What follows belongs to an exercise in optimizing a design on an open flow for small area, a short achievable clock period and few clock cycles per item; a production flow would make more cautious choices. At most, simulation tests tie the RTL to the original design; equivalence was not proved. Power figures rest on the tool's default switching activity, not on a simulated workload.

run 5:
## fsync_refmgr
module fsync_refmgr (
    input  wire        clk,
    input  wire        rst,
    input  wire        cmd_valid,
    output wire        cmd_ready,
    input  wire [31:0] cmd,
    output reg         done,
    output reg  [7:0]  status_code,
    output reg  [7:0]  last_opc,
    output reg  [31:0] result0,
    output reg  [31:0] result1,
    output reg         direction,
    output reg  [1:0]  p_refs,
    output reg  [1:0]  ref_count,
    output reg  [15:0] ref0,
    output reg  [15:0] ref1,
    output reg  [1:0]  prep_count,
    output reg  [15:0] prep0,
    output reg  [15:0] prep1,
    output reg  [4:0]  ring_count,
    output reg  [31:0] next_display,
    output reg  [5:0]  evq_count
);
    localparam MAX_REFS = 2;
    localparam RING_CAP = 16;
    localparam EVQ_CAP  = 32;
    localparam OP_NOP        = 8'h00;
    localparam OP_RESET      = 8'h01;
    localparam OP_EV_POP     = 8'h02;
    localparam OP_SET_DIR    = 8'h40;
    localparam OP_SET_PREFS  = 8'h41;
    localparam OP_REF_PREP   = 8'h42;
    localparam OP_REF_UPD    = 8'h43;
    localparam OP_POST_DEC   = 8'h44;
    localparam OP_REV_REMOVE = 8'h45;
    localparam ST_OK          = 8'h00;
    localparam ST_SELF_REF    = 8'h04;
    localparam ST_EMPTY       = 8'h05;
    localparam ST_INSUFF_REFS = 8'h14;
    localparam ST_ILLEGAL     = 8'h20;
    localparam ST_RING_FULL   = 8'h23;
    localparam ST_EVQ_FULL    = 8'h24;
    localparam ST_NOT_IN_LIST = 8'h25;
    localparam ST_STATE       = 8'h26;
    reg         ready;
    reg         cmd_v;
    assign cmd_ready = ready;
    reg  [7:0]  opc;
    reg         fld, refb;
    reg  [1:0]  ptype;
    reg  [15:0] frame;
    reg         op_ill, op_reset, op_pop, op_dir, op_prefs;
    reg         op_prep, op_upd, op_post, op_rem;
    reg         pusher;           
    wire [7:0] i_opc = cmd[31:24];
    wire       i_z23 = (cmd[23:0] == 24'd0);
    wire       i_z21 = (cmd[23:21] == 3'd0);
    wire       i_pt0 = (cmd[18:16] == 3'd0);
    wire       i_dir   = (i_opc == OP_SET_DIR) && (cmd[23:1] == 23'd0);
    wire       i_prefs = (i_opc == OP_SET_PREFS) && (cmd[23:2] == 22'd0) && (cmd[1] ^ cmd[0]);
    wire       i_prep  = (i_opc == OP_REF_PREP) && i_z21 && !cmd[19] && !cmd[18];
    wire       i_upd   = (i_opc == OP_REF_UPD) && i_z21 && i_pt0;
  ...
Settings: LEC_CHECK=0, CAP_MARGIN=20, CORE_MARGIN=2, CORE_UTILIZATION=60, SETUP_SLACK_MARGIN=5, SLEW_MARGIN=20; clock period 8.0 ns.
run.sh (not shown) runs the stock make flow with config.mk's settings and CLKGATE_MAP_FILE= SYNTH_SCRIPT=/design/flow/synth_recipe.tcl, a recipe that flattens the netlist after the stock synthesis.
diff inputs: run 5 => run 3
-- flow/design.v --
<<< run 5, line 221
    assign evq_pop = exec && op_pop && !evq_empty;
    reg  [31:0] pop_disp;
    wire [4:0]  nd_skip = (direction && refb) ? ring_count : 5'd0;
    wire [31:0] nd_next = next_display + {27'd0, nd_skip} + 32'd1;
    always @(*) begin
        evq_push      = 1'b0;
>>> run 3, line 221
    assign evq_pop = exec && op_pop && !evq_empty;
    reg  [31:0] pop_disp;
    wire [31:0] nd_inc  = next_display + 32'd1;
    wire [31:0] nd_ring = next_display + {27'd0, ring_count} + 32'd1;
    always @(*) begin
        evq_push      = 1'b0;
<<< run 5, line 388
                    end else if (!direction) begin
                        evq_count    <= evq_count + 6'd1;
                        next_display <= nd_next;
                        result0      <= 32'd1;
                        result1      <= nd_next;
                    end else if (!refb) begin
                        ring_count <= ring_count + 5'd1;
>>> run 3, line 388
                    end else if (!direction) begin
                        evq_count    <= evq_count + 6'd1;
                        next_display <= nd_inc;
                        result0      <= 32'd1;
                        result1      <= nd_inc;
                    end else if (!refb) begin
                        ring_count <= ring_count + 5'd1;
<<< run 5, line 399
                        ring_count   <= 5'd0;
                        xfer         <= ring_count;
                        next_display <= nd_next;
                        result0      <= {27'd0, ring_count} + 32'd1;
                        result1      <= nd_next;
                    end
                end
>>> run 3, line 399
                        ring_count   <= 5'd0;
                        xfer         <= ring_count;
                        next_display <= nd_ring;
                        result0      <= {27'd0, ring_count} + 32'd1;
                        result1      <= nd_ring;
                    end
                end
Notes after the runs:
Diff run 5 -> run 3: die area went up by 0.51%; clock skew after layout went up by 0.012 ns; post-layout net count went up by 0.83%; power drawn by the clock network went up by about 1%. The final area was comparable across run 3 and run 5. Run 3 reports a higher global-route usage than run 5 does. Diff run 5 -> run 3 | fraction of met1 tracks used by global routing | increase of 1.2 points. Relative to run 5, final worst-path cycle share has decreased by 0.20 points in run 3. In terms of width of the die, run 5 and run 3 differ only marginally.
Testbench counts of run 3, summed over its fixed seeds: cycles 18,671, commands 18,562.
No functional check of the RTL was part of run 5.


== juniper ==
Another version of the RTL of fsync_refmgr (not shown whole).
Size: about 3400 cells after synthesis, ~1100 flip-flops, roughly 230 I/O pins, roughly 48000 um^2 of cells after synthesis.
Settings: LEC_CHECK=0, CAP_MARGIN=20, CORE_MARGIN=2, CORE_UTILIZATION=60, SETUP_SLACK_MARGIN=5, SLEW_MARGIN=20; clock period 8.0 ns.
juniper: full flow OK, the timing, DRC and antenna checks passed
Testbench counts of juniper, summed over its fixed seeds: cycles 18,671, commands 18,562.
The following lists how fjord was set up differently from juniper:
--- a/flow/design.v
+++ b/flow/design.v
@@ -216,18 +216,18 @@
     wire hit0 = (ref_count != 2'd0) && (ref0 == frame);
     wire hit1 = ref_count[1] && (ref1 == frame);
     wire upd_rel   = op_upd && ((refb && fld && ref_count == MAX_REFS) || !refb);
     wire upd_ok    = !upd_rel || !evq_full;
     wire post_ok   = !direction ? !evq_full : (refb ? evq_room_drain : !ring_full);
     wire rem_ok    = (hit0 || hit1) && (fld ? evq_room2 : !evq_full);
     assign evq_pop = exec && op_pop && !evq_empty;
     reg  [31:0] pop_disp;
-    wire [31:0] nd_inc  = next_display + 32'd1;
-    wire [31:0] nd_ring = next_display + {27'd0, ring_count} + 32'd1;
+    wire [4:0]  nd_skip = (direction && refb) ? ring_count : 5'd0;
+    wire [31:0] nd_next = next_display + {27'd0, nd_skip} + 32'd1;
     always @(*) begin
         evq_push      = 1'b0;
         evq_push_data = {op_post, frame};
         ring_push     = 1'b0;
         if (rel2p) begin
             evq_push      = 1'b1;
             evq_push_data = evq_last;
         end else if (xfer != 5'd0) begin
@@ -390,30 +390,30 @@
                 end
                 if (op_post) begin
                     if (post_ok)
                         room <= room - 7'd1;
                     if (!post_ok) begin
                         status_code <= !direction || refb ? ST_EVQ_FULL : ST_RING_FULL;
                     end else if (!direction) begin
                         evq_count    <= evq_count + 6'd1;
-                        next_display <= nd_inc;
+                        next_display <= nd_next;
                         result0      <= 32'd1;
-                        result1      <= nd_inc;
+                        result1      <= nd_next;
                     end else if (!refb) begin
                         ring_count <= ring_count + 5'd1;
                         result0    <= 32'd0;
                         result1    <= next_display;
                     end else begin
                         evq_count    <= evq_need[5:0] + 6'd1;
                         ring_count   <= 5'd0;
                         xfer         <= ring_count;
-                        next_display <= nd_ring;
+                        next_display <= nd_next;
                         result0      <= {27'd0, ring_count} + 32'd1;
-                        result1      <= nd_ring;
+                        result1      <= nd_next;
                     end
                 end
                 if (op_rem) begin
                     if (!(hit0 || hit1)) begin
                         status_code <= ST_NOT_IN_LIST;
                     end else if (!rem_ok) begin
                         status_code <= ST_EVQ_FULL;
                     end else begin
## What came out
- Between fjord and juniper, it is fjord whose post-layout minimum cycle time is lower, by 0.012 ns.
- Going from juniper to fjord, the number of global-route vias before repair was found to have gone down by 508.
- fjord: length of routed wiring on met1 is 4.1% lower than what juniper reported.
- Horizontal die dimension, fjord vs juniper: down slightly
- Looking at power across juniper and fjord, the one that comes out higher is fjord.
- Non-clock buffer count ended up about 0.5% higher on fjord than on juniper.
- Delta (fjord minus juniper): remaining max-slew budget at the tightest pin dropped 6.8 points; initial cell density of the core climbed 0.15 points.
- Relative to juniper, the detailed-routed wire length on met2 measured on fjord has increased by a few percent.
- Taking juniper as the reference point, the routed wire length of fjord rises by 1.9%.
- In the flow results for juniper and fjord, the synthesis-to-finish area growth is smaller on juniper.
- Of juniper and fjord, the run reporting the lower post-synthesis instance total was fjord.
- In fjord the sequential share of layout area turned out 0.27 points higher than in juniper.
For fjord, only the layout was checked, not whether the RTL still works.

==> afterwards: timing with drivers on the ports <==
The flow's constraints put no driver on any port. The routed layouts listed below were extracted and timed again, unchanged, in two steps.
Step 1: set_driving_cell puts a clkbuf_16 on clk and a buf_2 on each other input, an assumption about the parent block.
Step 2, shift: input delay + t, output delay - t, t = (earliest + latest rising clock arrival at the registers) / 2. This alone moves slack from input paths to output paths.
a / b / c = no drivers / after step 1 / after step 2; a / b = the first two.
| run | t, ns | setup slack, ns | worst register clock-pin slew, ns |
|---|---|---|---|
| run 5 | 0.748 | 4.886 / 4.886 / 4.313 | 0.07 / 0.07 |
| run 3 | 0.749 | 4.902 / 4.853 / 4.297 | 0.07 / 0.07 |
| juniper | 0.748 | 4.975 / 4.903 / 4.383 | 0.07 / 0.07 |
| fjord | 0.752 | 4.986 / 4.914 / 4.357 | 0.07 / 0.07 |
After both steps setup and hold are still met in every run listed. For fjord, which loses most, drivers alone change the setup slack by -0.072 ns; drivers and shift together by -0.629 ns.
